From an optimization exercise on the open Yosys and OpenROAD flow, aimed at small area, a short achievable clock period and few clock cycles per item; shortcuts taken in it are not production practice.
No functional check of the RTL was part of any run shown here.
Power and IR drop assume default switching activity.

==> design/flow/design.v <==
module sfd_rx (
    input  wire        clk,
    input  wire        rst,
    input  wire        rx_valid,
    input  wire        rx_eof,
    input  wire [7:0]  rx_byte,
    output wire        rx_ready,
    output wire        dout_valid,
    output wire [7:0]  dout_byte,
    input  wire        dout_ready,
    output wire        ctl_valid,
    output wire [15:0] ctl_seq,
    output wire [7:0]  ctl_op,
    output wire [7:0]  ctl_dest,
    output wire [7:0]  ctl_byte,
    output wire        ctl_last,
    input  wire        ctl_ready,
    output wire        tx_valid,
    output wire [7:0]  tx_byte,
    input  wire        tx_ready,
    output wire        anom_opc,
    output wire        anom_eof,
    output wire        irq
);
    localparam [7:0] MARKER       = 8'h1B;
    localparam [7:0] LIT_SENTINEL = 8'h1C;
    localparam [7:0] OP_DATA      = 8'h44;
    localparam [7:0] OP_ACK       = 8'h41;
    localparam [3:0] ST_P0 = 4'd3;
    localparam [3:0] ST_P5 = 4'd8;
    localparam [3:0] ST_P6 = 4'd9;
    localparam [3:0] ST_RD = 4'd10;
    localparam [1:0] DS_NORMAL = 2'd0;
    localparam [1:0] DS_SAW1   = 2'd1;
    localparam [1:0] DS_SAW2   = 2'd2;
    function in_catalog(input [7:0] op);
        case (op)
            8'h01, 8'h02, 8'h10, 8'h11, 8'h12, 8'h13, 8'h14, 8'h15,
            8'h16, 8'h17, 8'h18, 8'h20, 8'h21, 8'h22, 8'h23,
            OP_ACK, OP_DATA: in_catalog = 1'b1;
            default:         in_catalog = 1'b0;
        endcase
    endfunction
    function dq_room(input p_last, input rd_data, input [1:0] d, input [1:0] n);
        if (p_last)
            dq_room = (d == DS_SAW2) ? (n <= 2'd1) :
                      (d == DS_SAW1) ? (n <= 2'd2) : 1'b1;
        else if (rd_data)
            dq_room = (d == DS_NORMAL) ? (n <= 2'd2) : (n <= 2'd1);
        else
            dq_room = 1'b1;
    endfunction
    reg         rdy;             
    reg         sv;              
    reg  [7:0]  sb;
    reg         rx_live;
    reg         opc_flag;
    reg         eof_flag;
    reg         irq_r;
    reg  [3:0]  st;
    reg  [15:0] hdr_seq;
    reg  [7:0]  hdr_op;
    reg  [7:0]  hdr_dest;
    reg  [15:0] hdr_len;
    reg  [15:0] rem;
    reg         is_data;
    reg  [1:0]  ds;
    reg  [7:0]  d0, d1, d2;      
    reg  [1:0]  dcnt;
    reg         dv;
    reg  [8:0]  c0, c1;          
    reg  [1:0]  ccnt;
    reg         cv;
    reg         tx_busy;
    reg  [3:0]  tx_idx;
    reg  [7:0]  txb;
    reg  [15:0] tx_seq;
    reg  [15:0] ack_seq;
    reg  [15:0] ack_len;
    wire in_rd   = (st == ST_RD);
    wire in_rp   = (st >= ST_P0) && (st <= ST_P6);
    wire p_last  = (st == ST_P6);
    wire rd_data = in_rd && is_data;
    wire rd_ctrl = in_rd && !is_data;
    wire last    = (rem == 16'd1);
    wire ok = dq_room(p_last, rd_data, ds, dcnt)
            && (rd_ctrl ? (ccnt != 2'd2) : in_rp ? (ccnt == 2'd0) : 1'b1)
            && !(rd_data && last && tx_busy);
    wire proc = sv && ok;                  
    wire [7:0] b = sb;
    wire b_mk = (b == MARKER);
    wire fire     = rx_valid && rdy;
    wire fire_eof = fire && rx_eof;
    wire fire_b   = fire && !rx_eof;
    wire port_p6  = sv ? (st == ST_P5) : p_last;
    reg  [1:0] dpush;
    reg  [7:0] dw0, dw1;
    always @(*) begin
        dpush = 2'd0;
        dw0   = MARKER;
        dw1   = MARKER;
        if (proc) begin
            if (p_last)
                dpush = ds;
            else if (rd_data) begin
                case (ds)
                    DS_NORMAL: if (!b_mk) begin dpush = 2'd1; dw0 = b; end
                    DS_SAW1:   if (!b_mk) begin dpush = 2'd2; dw1 = b; end
                    default:   if (b == LIT_SENTINEL) dpush = 2'd2;
                endcase
            end
        end
    end
    wire cpush     = proc && rd_ctrl;
    wire ack_start = proc && rd_data && last;
    reg [3:0] st_n;
    reg [1:0] ds_n;
    reg       is_data_n;
    reg       last_n;
    always @(*) begin
        st_n      = st;
        ds_n      = ds;
        is_data_n = is_data;
        last_n    = last;
        if (proc) begin
            if (in_rd) begin
                if (is_data) begin
                    case (ds)
                        DS_NORMAL: ds_n = b_mk ? DS_SAW1 : DS_NORMAL;
                        DS_SAW1:   ds_n = b_mk ? DS_SAW2 : DS_NORMAL;
                        default:   ds_n = DS_NORMAL;
                    endcase
                end
                if (last) st_n = 4'd0;
                last_n = (rem == 16'd2);
            end else if (p_last) begin
                ds_n   = DS_NORMAL;
                st_n   = ({hdr_len[15:8], b} == 16'h0000) ? 4'd0 : ST_RD;
                last_n = ({hdr_len[15:8], b} == 16'h0001);
            end else if (in_rp) begin
                st_n = st + 4'd1;
                if (st == 4'd6) is_data_n = (b == OP_DATA);
            end else begin
                st_n = b_mk ? st + 4'd1 : 4'd0;
            end
        end
    end
    wire dpop = dv && dout_ready;
    wire cpop = cv && ctl_ready;
    wire tx_fin = tx_busy && tx_ready && (tx_idx == 4'd13);
    wire [1:0] dcnt_p  = dcnt + dpush;             
    wire [1:0] ccnt_p  = ccnt + {1'b0, cpush};
    wire       busy_p  = tx_busy || ack_start;     
    wire rd_n      = (st_n == ST_RD);
    wire rd_data_n = rd_n && is_data_n;
    wire rd_ctrl_n = rd_n && !is_data_n;
    wire rp_n      = (st_n >= ST_P0) && (st_n <= ST_P6);
    wire p_last_n  = (st_n == ST_P6);
    wire dq_ok_0 = dq_room(p_last_n, rd_data_n, ds_n, dcnt_p);
    wire dq_ok_1 = dq_room(p_last_n, rd_data_n, ds_n, dcnt_p - 2'd1);
    wire cq_ok_0 = rd_ctrl_n ? (ccnt_p != 2'd2) : rp_n ? (ccnt_p == 2'd0) : 1'b1;
    wire cq_ok_1 = rd_ctrl_n ? 1'b1             : rp_n ? (ccnt_p == 2'd1) : 1'b1;
    wire aq_ok_0 = !(rd_data_n && last_n && busy_p);
    wire aq_ok_1 = !(rd_data_n && last_n && ack_start);
    wire ok_n = (dpop ? dq_ok_1 : dq_ok_0)
              && (cpop ? cq_ok_1 : cq_ok_0)
              && (tx_fin ? aq_ok_1 : aq_ok_0);
    wire sv_n = fire_b || (sv && !proc);
    always @(posedge clk) begin
        if (rst) begin
            rdy      <= 1'b1;
            sv       <= 1'b0;
            rx_live  <= 1'b1;
            opc_flag <= 1'b0;
            eof_flag <= 1'b0;
            irq_r    <= 1'b0;
        end else begin
            rdy <= rx_live && !fire_eof && (!sv_n || ok_n);
            sv  <= sv_n;
            if (fire_eof) begin
                rx_live  <= 1'b0;
                eof_flag <= 1'b1;
                irq_r    <= 1'b1;
            end
            if (fire_b && port_p6 && !in_catalog(hdr_op)) begin
                opc_flag <= 1'b1;
                irq_r    <= 1'b1;
            end
        end
    end
    always @(posedge clk)
        if (fire_b) sb <= rx_byte;
    always @(posedge clk) begin
        if (rst) begin
            st <= 4'd0;
            ds <= DS_NORMAL;
        end else begin
            st <= st_n;
            ds <= ds_n;
        end
    end
    always @(posedge clk) begin
        is_data <= is_data_n;
        if (proc) begin
            case (st)
                4'd4: hdr_seq[15:8] <= b;
                4'd5: hdr_seq[7:0]  <= b;
                4'd6: hdr_op        <= b;
                4'd7: hdr_dest      <= b;
                4'd8: hdr_len[15:8] <= b;
                4'd9: begin hdr_len[7:0] <= b; rem <= {hdr_len[15:8], b}; end
                ST_RD: rem <= rem - 16'd1;
                default: ;
            endcase
        end
    end
    wire [1:0] dbase = dcnt - {1'b0, dpop};
    always @(posedge clk) begin
        if (rst) begin
            dcnt <= 2'd0;
            dv   <= 1'b0;
        end else begin
            dcnt <= dcnt_p - {1'b0, dpop};
            dv   <= (dcnt_p - {1'b0, dpop}) != 2'd0;
        end
    end
    always @(posedge clk) begin
        if (dpush != 2'd0 && dbase == 2'd0)      d0 <= dw0;
        else if (dpop)                            d0 <= d1;
        if (dpush != 2'd0 && dbase == 2'd1)      d1 <= dw0;
        else if (dpush == 2'd2 && dbase == 2'd0) d1 <= dw1;
        else if (dpop)                            d1 <= d2;
        if (dpush != 2'd0 && dbase == 2'd2)      d2 <= dw0;
        else if (dpush == 2'd2 && dbase == 2'd1) d2 <= dw1;
    end
    assign rx_ready   = rdy;
    assign dout_valid = dv;
    assign dout_byte  = d0;
    wire cbase = ccnt[1] | (ccnt[0] & !cpop);    
    always @(posedge clk) begin
        if (rst) begin
            ccnt <= 2'd0;
            cv   <= 1'b0;
        end else begin
            ccnt <= ccnt_p - {1'b0, cpop};
            cv   <= (ccnt_p - {1'b0, cpop}) != 2'd0;
        end
    end
    always @(posedge clk) begin
        if (cpush && !cbase) c0 <= {b, last};
        else if (cpop)       c0 <= c1;
        if (cpush && cbase)  c1 <= {b, last};
    end
    assign ctl_valid = cv;
    assign ctl_seq   = hdr_seq;
    assign ctl_op    = hdr_op;
    assign ctl_dest  = hdr_dest;
    assign ctl_byte  = c0[8:1];
    assign ctl_last  = c0[0];
    always @(posedge clk) begin
        if (ack_start) begin
            ack_seq <= hdr_seq;
            ack_len <= hdr_len;
        end
    end
    wire [3:0] idx_inc = tx_idx + 4'd1;
    reg  [7:0] tx_nxt;
    always @(*) begin
        case (idx_inc)
            4'd1, 4'd2: tx_nxt = MARKER;
            4'd4:  tx_nxt = tx_seq[15:8];
            4'd5:  tx_nxt = tx_seq[7:0];
            4'd6:  tx_nxt = OP_ACK;
            4'd9:  tx_nxt = 8'h04;
            4'd10: tx_nxt = ack_seq[15:8];
            4'd11: tx_nxt = ack_seq[7:0];
            4'd12: tx_nxt = ack_len[15:8];
            4'd13: tx_nxt = ack_len[7:0];
            default: tx_nxt = 8'h00;
        endcase
    end
    always @(posedge clk) begin
        if (rst) begin
            tx_busy <= 1'b0;
            tx_seq  <= 16'h0000;
        end else if (ack_start) begin
            tx_busy <= 1'b1;
        end else if (tx_fin) begin
            tx_busy <= 1'b0;
            tx_seq  <= (tx_seq == 16'hFFFE) ? 16'h0000 : tx_seq + 16'd1;
        end
    end
    always @(posedge clk) begin
        if (ack_start) begin
            tx_idx <= 4'd0;
            txb    <= MARKER;
        end else if (tx_busy && tx_ready) begin
            tx_idx <= idx_inc;
            txb    <= tx_nxt;
        end
    end
    assign tx_valid = tx_busy;
    assign tx_byte  = txb;
    assign anom_opc = opc_flag;
    assign anom_eof = eof_flag;
    assign irq      = irq_r;
endmodule
==> design/flow/run.sh <==
#!/bin/bash
# synth_recipe.tcl (not shown) runs the flow's synth.tcl, then flattens the netlist and writes it again
# the make line also repeats each setting of config.mk as NAME=value (left out here)
make -C /OpenROAD-flow-scripts/flow DESIGN_CONFIG=/design/flow/config.mk WORK_HOME=/design/flow/orfs CLKGATE_MAP_FILE= SYNTH_SCRIPT=/design/flow/synth_recipe.tcl finish
==> design/flow/config.mk <==
export PLATFORM = sky130hd
export DESIGN_NAME = sfd_rx
export DESIGN_NICKNAME = sfd_rx
export VERILOG_FILES = /design/flow/design.v
export SDC_FILE = /design/flow/constraint.sdc
export NUM_CORES = 4
export LEC_CHECK = 0
export CAP_MARGIN = 20
export CORE_MARGIN = 2
export CORE_UTILIZATION = 40
export PLACE_DENSITY = 0.6
export SLEW_MARGIN = 20
==> design/flow/constraint.sdc <==
create_clock -name core_clock -period 6.0 [get_ports {clk}]
set_input_delay 1.2000 -clock core_clock [delete_from_list [all_inputs] [get_ports {clk}]]
set_output_delay 1.2000 -clock core_clock [all_outputs]
set_load 0.01 [all_outputs]
==> run summary, run 1 <==
result of the run=no timing/DRC/antenna violations; GRT Util Overall=18.7%; area growth from synthesis to final layout=18.9%; die area=23200 um2; Final Critical Period=4.63 ns; top_reg_cell synth=edfxtp_1; CTS sink count=194; Die Y-Extent=152 um; highest attainable clock frequency=about 220 MHz; clock transition at the register clock pins on the worst setup and hold paths after CTS=0.08 ns; PortBufs=between 70 and 80; fraction of power consumed by combinational cells=approximately 4.0%; Congestion Overflow GR=0; number of fillers in the final layout=1966; via count of the first global-routing pass=approximately 6.1k; layout net count=882; antenna diode instance count=0; number of library cell types mapped by synthesis=69; share of synthesized flip-flops with an asynchronous set or reset=0%; number of vias after detailed routing=6270; largest cells by area after synthesis=edfxtp_1 50%, dfxtp_1 11%, nand2_1 3.7%, nor2_1 3.5%, ha_1 3.0%; post-synthesis instance area=8800 um2; Cell Area, Placed=between 9000 and 10000 um2; Clk Tree Root Cell=clkbuf_16; final WL=21.3 mm; hold crit path type=reg2reg; worst setup path startpoint=st[1]; sequential fraction of the synthesis area=60.7%; first-pass iteration count of the detailed router=5; cell internal pwr=0.00217 W; # setup viols final=0; area taken by multi-input logic gates=3190 um2; Static Leakage=3.61 nW; effective utilization at floorplan=40.6%; Num CTS Buffers=17; number of I/O pins=79; synth warn=1; FF-to-FF Start=st[1]; data arrival time of the worst path=4.83 ns; final setup skew=0.0131 ns; # H-tree levels=4; maximum number of pins on one net before global-route repair=31; Net Count, Synth=between 800 and 900; start point of the worst hold path=hdr_len[7]; Setup Crit Path Kind=reg2reg; Req. time, crit path=approximately 6.2 ns; final cell area excluding filler cells=10500 um2; number of synthesized flops with an enable pin=146; power density relative to cell area=between 200 and 300 nW/um2; sequential share of power=a little over half; violation count after the first detailed-routing iteration=450; Hold-fix buffers, CTS=0; syn avg cell area=~11 um2; worst r2r path cells=10; Tightest Pin Transition=0.993 ns; detailed placement HPWL=15.0 mm; Sequential cell area=5350 um2; horizontal die dimension=152 um; Switching Fraction=roughly a fifth; relative max-transition margin=33.6%; final worst-path cycle share=77.2%; area of the core region=21700 um2; library cell occupying the most area in the post-synthesis netlist=edfxtp_1; number of pins with negative max-slew slack in the final report=0; CTS tree=built; number of placement rows=54; clock insertion delay at the later pin of the skew report=0.44 ns; clk buf depth=2; Antenna Violating Nets Remaining=0; fraction of post-synthesis cell area in the top cell type by area=49.8%; vias per cell=5.50; maximum vdd drop=0.000186 V; number of standard cells after synthesis=773; Setup Total Neg Slack=0 ns; worst hold stages=0; endpoint class of the critical path=register; number of instances resized during post-cts repair=0; maximum net fanout on the critical path=13; hold endpoint=ack_len[7]; WL per Instance=~19 um; count of buffers added by post-CTS timing repair for setup=0; number of antenna violations at the first check in global routing=0; Net Switching=0.000575 W; startpoint type of the worst setup path=register; proportion of layout cells with a drive suffix above 1=6.87%; most frequently used cell type in the post-synthesis netlist=edfxtp_1; detailed-route DRC error count=0; global-route wire length before repair=34.2 mm; Clk network pwr share=42.6%; synthesis-stage register bit count=around 190; FF-to-FF setup slack=1.37 ns; max cap viols=0; capture instance of the worst register-to-register path=d0[1]; final number of hold-violating endpoints=0; RSZ-0062 raised after global routing=false; commonest cells in the synthesized netlist=146 x edfxtp_1, 86 x nand2_1, 82 x nor2_1; final estimated routing congestion in global placement=0.936
power groups by stage:
| stage | Combinational [W] | Clock (W) | Sequential, W |
|---|---|---|---|
| 4_1_cts | 0.000109 | 0.00120 | 0.00147 |
| 6_report | 0.000109 | 0.00117 | 0.00147 |
| 3_3_place_gp | 0.000108 | 0 | 0.00150 |
| 2_1_floorplan | 0.0000557 | 0 | 0.00150 |
| 5_1_grt | 0.000119 | 0.00125 | 0.00147 |
| 3_5_place_dp | 0.000109 | 0 | 0.00150 |
worst max path at each step:
stage                       end  slack, ns  cells after the start
after floorplan             rdy       2.11                     16
after global placement    d0[0]       1.54                     10
after global routing      d0[4]       0.88                     10
final                     d0[1]       1.37                     10
after CTS                 d0[1]       1.41                     10
after detailed placement  d0[1]       1.41                     10
kinds of logic after synthesis:
| group | Yosys count | synth area share (%) |
|---|---|---|
| AOI/OAI and AO/OA | 156 | 12.3 |
| buffers and inverters | 66 | 3.08 |
| muxes | 9 | 1.14 |
| xor gates and xnor gates | 36 | 3.58 |
| DFF | 194 | 60.7 |
| adders and majority gates | 21 | 2.98 |
| and+or+nand+nor | 291 | 16.2 |
cell type report:
type / count / area share (%)
clock buffer: 22 / 4.34
clock inverter: 10 / 1.42
inverter: 32 / 1.15
multi-input combinational: 513 / 30.5
sequential: 194 / 51.1
tap: 280 / 3.35
timing repair buffer: 88 / 8.17
critical path, stage by stage, from the launching register on:
cell and delay (ns):
dfxtp_1 0.41, inv_1 0.10, ha_1 0.30, or2_2 0.34, a2111oi_0 0.41, o221ai_1 0.49, nor2_1 0.84, nand2_1 0.51
or4_1 0.78, nor2_1 0.15, nor2_1 0.05
per-stage QoR:
step / worst slack, ns / std cells / hold slack (ns) / power (W) / util (%)
after global routing: 0.877 / 1139 / 0.430 / 0.00284 / 48.3
after global placement: 1.54 / 1107 / 0.403 / 0.00161 / 45.5
after detailed placement: 1.41 / 1107 / 0.412 / 0.00161 / 45.5
final: 1.37 / 1139 / 0.427 / 0.00275 / 48.3
after CTS: 1.41 / 1139 / 0.429 / 0.00277 / 48.2
after floorplan: 2.11 / 773 / 0.400 / 0.00155 / -
registers in the layout, indices dropped and copies added (netlist names), 4 cells and up:
register	flops
hdr_op	8
hdr_seq	16
d1	8
hdr_dest	8
hdr_len	16
ack_seq	16
rem	16
txb	8
tx_idx	4
ack_len	16
c0	9
d2	8
c1	9
sb	8
st	4
tx_seq	16
d0	8
layout by cell type (no fill, tap or decap), types with 14 or more instances in the layout:
cell and n:
inv_1 32, o21ai_0 51, nand2_1 86, dfxtp_1 48
a21oi_1 26, clkbuf_16 17, ha_1 21, nor2_1 82
xor2_1 22, nor4_1 14, nand3_1 24, edfxtp_1 146
clkdlybuf4s50_1 78
metal layers:
layer	part of all wire [%]	routed length, um	vias to the layer above	track usage, %
li1	-	-	3005	-
met1	44	9400	3058	24.4
met2	50	10500	182	31.8
met3	4.6	987	25	3.75
met4	1.5	318	0	5.25
met5	0	0	-	0
==> run 2, diff against run 1 <==
--- a/design/flow/config.mk
+++ b/design/flow/config.mk
@@ -11,2 +11,3 @@
 export PLACE_DENSITY = 0.6
+export SETUP_SLACK_MARGIN = 3.5
 export SLEW_MARGIN = 20
==> run 2 against run 1 <==
  * Combinational power rose by 43%
  * Global-route usage rose by 1.1 points
  * Sequential share of layout area fell by 6.7 points
  * Critical path type unchanged
  * Highest routed layer unchanged
==> run summary, run 2 <==
die area=23200 um2 (unchanged); commonest cells in the synthesized netlist=146 x edfxtp_1, 86 x nand2_1, 82 x nor2_1; number of synthesized flops with an enable pin=146 (unchanged); Setup Crit Path Kind=reg2reg; area growth from synthesis to final layout=37.2%; # setup viols final=0 (unchanged); final number of hold-violating endpoints=0 (unchanged); CTS tree=built; highest-count cells in the layout ignoring fill and taps=146 x edfxtp_1, 69 x nand2_1, 67 x nor2_1, 66 x dlygate4sd2_1, 60 x buf_4; number of library cell types mapped by synthesis=69 (unchanged); area of the core region=21700 um2 (unchanged); # H-tree levels=4 (unchanged); simple-gate share of the synthesized area=16.2% (unchanged); FF-to-FF Start=rem[10]; Final Critical Period=3.48 ns (-1.15 ns); fraction of the mapped netlist area in compound gates=12.3% (unchanged); total power=0.00268 W (-2.6%); Tightest Pin Transition=1.01 ns (+0.0193 ns); number of I/O pins=79 (unchanged); number of fillers in the final layout=1789 (-9.0%); Static Leakage=4.28 nW (+19%); most common cell after layout, fill and taps aside=edfxtp_1; data arrival time of the worst path=3.84 ns (-0.99 ns); clock insertion delay at the later pin of the skew report=0.44 ns (about the same); maximum vdd drop=0.000167 V (-10%); Setup Total Neg Slack=0 ns (unchanged); detailed-route DRC error count=0 (unchanged); PortBufs=78 (unchanged); final worst-path cycle share=58.0% (-19 points); vias per cell=5.48 (-0.42%); global-route wire length before repair=35.9 mm (+5.0%); detailed placement HPWL=14.7 mm (-1.7%); met1 Resource Use GR=25.6% (+1.2 points); number of placement rows=54 (unchanged); final estimated routing congestion in global placement=0.906 (-3.3%); adder-cell share of the synthesized area=2.98% (unchanged); Hold-fix buffers, CTS=0 (unchanged); Clk Tree Root Cell=clkbuf_16; largest cells by area after synthesis=edfxtp_1 50%, dfxtp_1 11%, nand2_1 3.7%, nor2_1 3.5%, ha_1 3.0%; number of standard cells after synthesis=773 (unchanged); endpoint class of the critical path=register; antenna diode instance count=0 (unchanged); result of the run=no timing/DRC/antenna violations; fraction of post-synthesis cell area in the top cell type by area=49.8% (unchanged); FF-to-FF setup slack=2.52 ns (+1.15 ns); maximum number of pins on one net before global-route repair=31 (unchanged); clock transition at the register clock pins on the worst setup and hold paths after CTS=0.08 ns (about the same); Antenna Violating Nets Remaining=0 (unchanged); max cap viols=0 (unchanged); capture instance of the worst register-to-register path=rdy; final WL=23.5 mm (+11%); relative max-transition margin=31.8% (-1.8 points); effective utilization at floorplan=40.6% (unchanged); XOR/XNOR share of the synthesized area=3.58% (unchanged); violation count after the first detailed-routing iteration=566 (+26%); most frequently used cell type in the post-synthesis netlist=edfxtp_1; worst setup path startpoint=rem[10]; sequential fraction of the synthesis area=60.7% (unchanged); number of vias after detailed routing=6759 (+7.8%); clk buf depth=2 (unchanged); top_reg_cell synth=edfxtp_1; final setup skew=0.0171 ns (+0.00401 ns); share of synthesized flip-flops with an asynchronous set or reset=0% (unchanged); RSZ-0062 raised after global routing=true; met3 track demand over resource=3.95% (+0.20 points); GRT Util Overall=19.8% (+1.1 points); multiplexer share of the synthesized area=1.14% (unchanged); layout net count=976 (+11%); power density relative to cell area=222 nW/um2 (-16%); Num CTS Buffers=17 (unchanged); synth warn=1 (unchanged); proportion of layout cells with a drive suffix above 1=28.3% (+21 points); horizontal die dimension=152 um (unchanged); endpoint of the worst setup timing path=rdy; startpoint type of the worst setup path=register; hold crit path type=reg2reg; global routing's busiest layer=met2; Congestion Overflow GR=0 (unchanged); CTS sink count=194 (unchanged); Req. time, crit path=6.36 ns (+0.16 ns); number of antenna violations at the first check in global routing=1 (+1); largest family of logic cells by synthesized area=simple AND/OR/NAND/NOR gates; maximum net fanout on the critical path=5 (-8); synthesis-stage register bit count=194 (unchanged); worst r2r path cells=14 (+4); highest attainable clock frequency=288 MHz (+33%); via count of the first global-routing pass=6455 (+5.5%); syn avg cell area=11.4 um2 (unchanged); number of pins with negative max-slew slack in the final report=0 (unchanged); Net Count, Synth=809 (unchanged); WL per Instance=19.1 um (+2.2%); first-pass iteration count of the detailed router=6 (+1); post-synthesis instance area=8800 um2 (unchanged); met2 track demand over resource=32.6% (+0.82 points); library cell occupying the most area in the post-synthesis netlist=edfxtp_1; Die Y-Extent=152 um (unchanged)
[run 2: cell counts after synthesis]
No cell type changed its count.
[run 2: cell families after synthesis]
kind of cell,count (synthesis)
compound gates,156
xor+xnor,36
fa+ha+maj,21
buf+inv,66
flops,194
mux,9
simple gates,291
[run 2: area by class of cell]
class | count | area [um2] | share of cell area, %
inverters | 32 | 129 | 1.07
clock inverters | 12 | 96.3 | 0.798
repair buffers | 180 | 1730 | 14.3
repair inverters | 1 | 7.51 | 0.0622
clock buffers | 20 | 437 | 3.62
well taps | 280 | 350 | 2.90
multi-input cells | 514 | 3970 | 32.9
flip-flops and latches | 194 | 5360 | 44.4
[run 2: timing repair]
item                                    CTS  global route
buffers inserted                         61            30
endpoints found under the setup margin  279           201
pin swaps                                40            34
resized for setup                       195            80
gates cloned                              3             2
[run 2: how the worst min path moves through the flow]
stage / startpoint / endpoint / slack, ns / cells past startpoint
5_1_grt: hdr_len[6] / ack_len[6] / 0.44 / 0
3_3_place_gp: hdr_len[3] / ack_len[3] / 0.40 / 0
3_5_place_dp: hdr_len[6] / ack_len[6] / 0.40 / 0
6_report: hdr_len[6] / ack_len[6] / 0.43 / 0
4_1_cts: hdr_len[6] / ack_len[6] / 0.42 / 0
2_1_floorplan: hdr_len[0] / ack_len[0] / 0.40 / 0
[run 2: power by group]
part / switching, W / internal (W)
logic: 0.0000846 / 0.0000713
registers: 0.0000139 / 0.00145
clock network: 0.000519 / 0.000539
total: 0.000617 / 0.00206
[run 2: worst max-delay path: stages, from the launching register on]
cell      delay [ns]
edfxtp_1        0.39
or3_4           0.42
or3_4           0.39
o41ai_4         0.44
or2_4           0.24
nor2_4          0.04
ha_4            0.17
xor2_2          0.15
xnor2_2         0.21
inv_2           0.08
ha_4            0.28
mux2i_4         0.06
a22oi_1         0.19
o21ai_1         0.11
o32ai_2         0.24
[run 2: metrics by stage]
stage	area [um2]	worst slack (ns)	util [%]	std cells	hold slack (ns)
after floorplan	8930	2.26	-	773	0.400
after global placement	9940	1.77	45.8	1105	0.403
after detailed placement	9940	1.59	45.8	1105	0.405
after CTS	11500	2.48	52.9	1201	0.424
after global routing	12100	2.41	55.7	1233	0.438
final	12100	2.52	55.7	1233	0.426
[run 2: routing by layer]
layer | vias to the layer above | wire length (um) | part of all wire, %
li1 | 3206 | - | -
met1 | 3251 | 10100 | 43
met2 | 240 | 11300 | 48
met3 | 62 | 1230 | 5.2
met4 | 0 | 898 | 3.8
met5 | - | 0 | 0
==> run 3, diff against run 2 <==
--- a/design/flow/config.mk
+++ b/design/flow/config.mk
@@ -7,2 +7,3 @@
 export LEC_CHECK = 0
+export ABC_CLOCK_PERIOD_IN_PS = 2500
 export CAP_MARGIN = 20
==> run 3 against run 2 <==
  * Still clean
  * Sequential power is essentially flat
  * Sequential share of layout area is the same
  * Via count is the same
  * Register-to-register slack is essentially flat
  * Total power is the same
  * Clock power is essentially flat
  * Worst setup slack is the same
  * Critical path depth is the same
  * Worst hold slack is the same
  * Clock skew is the same
  * Critical path type unchanged
==> run summary, run 3 <==
GRT Util Overall=19.8% (unchanged); WL per Instance=19.1 um (unchanged); Req. time, crit path=6.36 ns (about the same); Num CTS Buffers=17 (unchanged); clock insertion delay at the later pin of the skew report=0.44 ns (about the same); effective utilization at floorplan=40.6% (unchanged); Setup Total Neg Slack=0 ns (unchanged); via count of the first global-routing pass=6455 (unchanged); share of synthesized flip-flops with an asynchronous set or reset=0% (unchanged); Congestion Overflow GR=0 (unchanged); most frequently used cell type in the post-synthesis netlist=edfxtp_1; sequential fraction of the synthesis area=60.7% (unchanged); layout net count=976 (unchanged); global-route wire length before repair=35.9 mm (unchanged); number of placement rows=54 (unchanged); synthesis-stage register bit count=194 (unchanged); endpoint class of the critical path=register; top_reg_cell synth=edfxtp_1; final worst-path cycle share=58.0% (unchanged); syn avg cell area=11.4 um2 (unchanged); number of fillers in the final layout=1789 (unchanged); maximum net fanout on the critical path=5 (unchanged); final WL=23.5 mm (unchanged); Net Count, Synth=809 (unchanged); number of I/O pins=79 (unchanged); final setup skew=0.0171 ns (unchanged); maximum number of pins on one net before global-route repair=31 (unchanged); area of the core region=21700 um2 (unchanged); clk buf depth=2 (unchanged); startpoint type of the worst setup path=register; number of synthesized flops with an enable pin=146 (unchanged); # setup viols final=0 (unchanged); CTS tree=built; number of vias after detailed routing=6759 (unchanged); number of antenna violations at the first check in global routing=1 (unchanged); detailed-route DRC error count=0 (unchanged); vias per cell=5.48 (unchanged); clock transition at the register clock pins on the worst setup and hold paths after CTS=0.08 ns (about the same); most common cell after layout, fill and taps aside=edfxtp_1; proportion of layout cells with a drive suffix above 1=28.3% (unchanged); violation count after the first detailed-routing iteration=566 (unchanged); Cell Area, Placed=9940 um2 (unchanged); worst r2r path cells=14 (unchanged); data arrival time of the worst path=3.84 ns (about the same); die area=23200 um2 (unchanged); highest-count cells in the layout ignoring fill and taps=146 x edfxtp_1, 69 x nand2_1, 67 x nor2_1, 66 x dlygate4sd2_1, 60 x buf_4; highest metal layer with signal wires=met4; RSZ-0062 raised after global routing=true; largest cells by area after synthesis=edfxtp_1 50%, dfxtp_1 11%, nand2_1 3.7%, nor2_1 3.5%, ha_1 3.0%; length of routed met2 wiring=11.3 mm (unchanged); post-synthesis instance area=8800 um2 (unchanged); first-pass iteration count of the detailed router=6 (unchanged); number of standard cells after synthesis=773 (unchanged); number of pins with negative max-slew slack in the final report=0 (unchanged); number of library cell types mapped by synthesis=69 (unchanged); antenna diode instance count=0 (unchanged); CTS sink count=194 (unchanged); result of the run=no timing/DRC/antenna violations; Final Critical Period=3.48 ns (unchanged); relative max-transition margin=31.8% (unchanged); final number of hold-violating endpoints=0 (unchanged); hold crit path type=reg2reg; wire length on met1=10.1 mm (unchanged); detailed placement HPWL=14.7 mm (unchanged); # H-tree levels=4 (unchanged); power density relative to cell area=222 nW/um2 (unchanged); Setup Crit Path Kind=reg2reg; max cap viols=0 (unchanged); Static Leakage=4.28 nW (unchanged); library cell occupying the most area in the post-synthesis netlist=edfxtp_1; synth warn=1 (unchanged); commonest cells in the synthesized netlist=146 x edfxtp_1, 86 x nand2_1, 82 x nor2_1; met3 WL post-DR=1.23 mm (unchanged); fraction of post-synthesis cell area in the top cell type by area=49.8% (unchanged); worst hold stages=0 (unchanged); Die Y-Extent=152 um (unchanged); Antenna Violating Nets Remaining=0 (unchanged); PortBufs=78 (unchanged); Tightest Pin Transition=1.01 ns (unchanged); Clk Tree Root Cell=clkbuf_16; maximum vdd drop=0.000167 V (unchanged); horizontal die dimension=152 um (unchanged); final cell area excluding filler cells=12100 um2 (unchanged); area growth from synthesis to final layout=37.2% (unchanged); final estimated routing congestion in global placement=0.906 (unchanged); highest attainable clock frequency=288 MHz (unchanged)
## run 3: what timing repair did
item	4_1_cts	5_1_grt
resized for setup	195	80
pin swaps	40	34
hold buffers	0	0
buffers inserted	61	30
gates cloned	3	2
endpoints found under the setup margin	279	201
## run 3: through the flow
step                      power [W]  util, %  setup WS [ns]  std cells  hold slack [ns]
final                       0.00268     55.7           2.52       1233            0.426
after global routing        0.00276     55.7           2.41       1233            0.438
after CTS                   0.00269     52.9           2.48       1201            0.424
after detailed placement    0.00161     45.8           1.59       1105            0.405
after global placement      0.00161     45.8           1.77       1105            0.403
after floorplan             0.00156        -           2.26        773            0.400
## run 3: cells by family after synthesis
kind of cell,Yosys count,share of synthesized area [%]
adder cells (fa/ha/maj),21,2.98
XOR/XNOR,36,3.58
AND/OR/NAND/NOR,291,16.2
AO/OA/AOI/OAI,156,12.3
flip-flops,194,60.7
multiplexers,9,1.14
buffers and inverters,66,3.08
## run 3: final timing paths
path	from	to	slack [ns]
setup / recovery	rem[10]	rdy	2.52
hold / removal	hdr_len[6]	ack_len[6]	0.43
setup reg to reg	rem[10]	rdy	2.52
hold reg to reg	hdr_len[6]	ack_len[6]	0.43
## run 3: layout make-up
| type | count | area (um2) | area share (%) |
|---|---|---|---|
| clock buffers | 20 | 437 | 3.62 |
| clock inverters | 12 | 96.3 | 0.798 |
| inverters | 32 | 129 | 1.07 |
| multi-input cells | 514 | 3970 | 32.9 |
| flip-flops and latches | 194 | 5360 | 44.4 |
| well taps | 280 | 350 | 2.90 |
| repair buffers | 180 | 1730 | 14.3 |
| repair inverters | 1 | 7.51 | 0.0622 |
## run 3: where the power goes
group / leakage (nW) / internal [W] / switching [W]
registers: 1.73 / 0.00145 / 0.0000139
clock network: 0.256 / 0.000539 / 0.000519
logic: 2.29 / 0.0000713 / 0.0000846
total: 4.28 / 0.00206 / 0.000617
## run 3: worst max-delay path, stage by stage, from the launching register on
cell and delay [ns]:
edfxtp_1 0.39, or3_4 0.42, or3_4 0.39, o41ai_4 0.44
or2_4 0.24, nor2_4 0.04, ha_4 0.17, xor2_2 0.15
xnor2_2 0.21, inv_2 0.08, ha_4 0.28, mux2i_4 0.06
a22oi_1 0.19, o21ai_1 0.11, o32ai_2 0.24
## run 3: metal layers
metal / GRT usage [%] / vias up
met5: 0 / -
met4: 8.41 / 0
met3: 3.95 / 62
met2: 32.6 / 240
met1: 25.6 / 3251
li1: - / 3206

separate check: timing with driven ports:
The results above use ideal ports. As a check the final layouts listed here were re-extracted and re-timed, cells and wires unchanged. Step 1 (the two cells are an assumption about what drives the block):
set clk [get_ports {clk}]
set_driving_cell -lib_cell sky130_fd_sc_hd__clkbuf_16 $clk
set_driving_cell -lib_cell sky130_fd_sc_hd__buf_2 [delete_from_list [all_inputs] $clk]
Step 2 also shifts input and output timing later by t, the mid clock arrival at the registers, as if the neighbouring blocks saw the same clock. Three values: no drivers, after step 1, after step 2; two values: the first two.
run	t (ns)	setup slack, ns	worst setup path at the end	clock arrival spread, ns	worst register clock-pin slew, ns
run 1	0.474	1.370 / 1.370 / 1.370	register to register	0.015 / 0.015	0.08 / 0.08
run 2	0.480	2.522 / 2.522 / 2.353	input to register	0.018 / 0.017	0.08 / 0.08
run 3	0.480	2.522 / 2.522 / 2.353	input to register	0.018 / 0.017	0.08 / 0.08
After both steps every run listed still meets setup and hold.
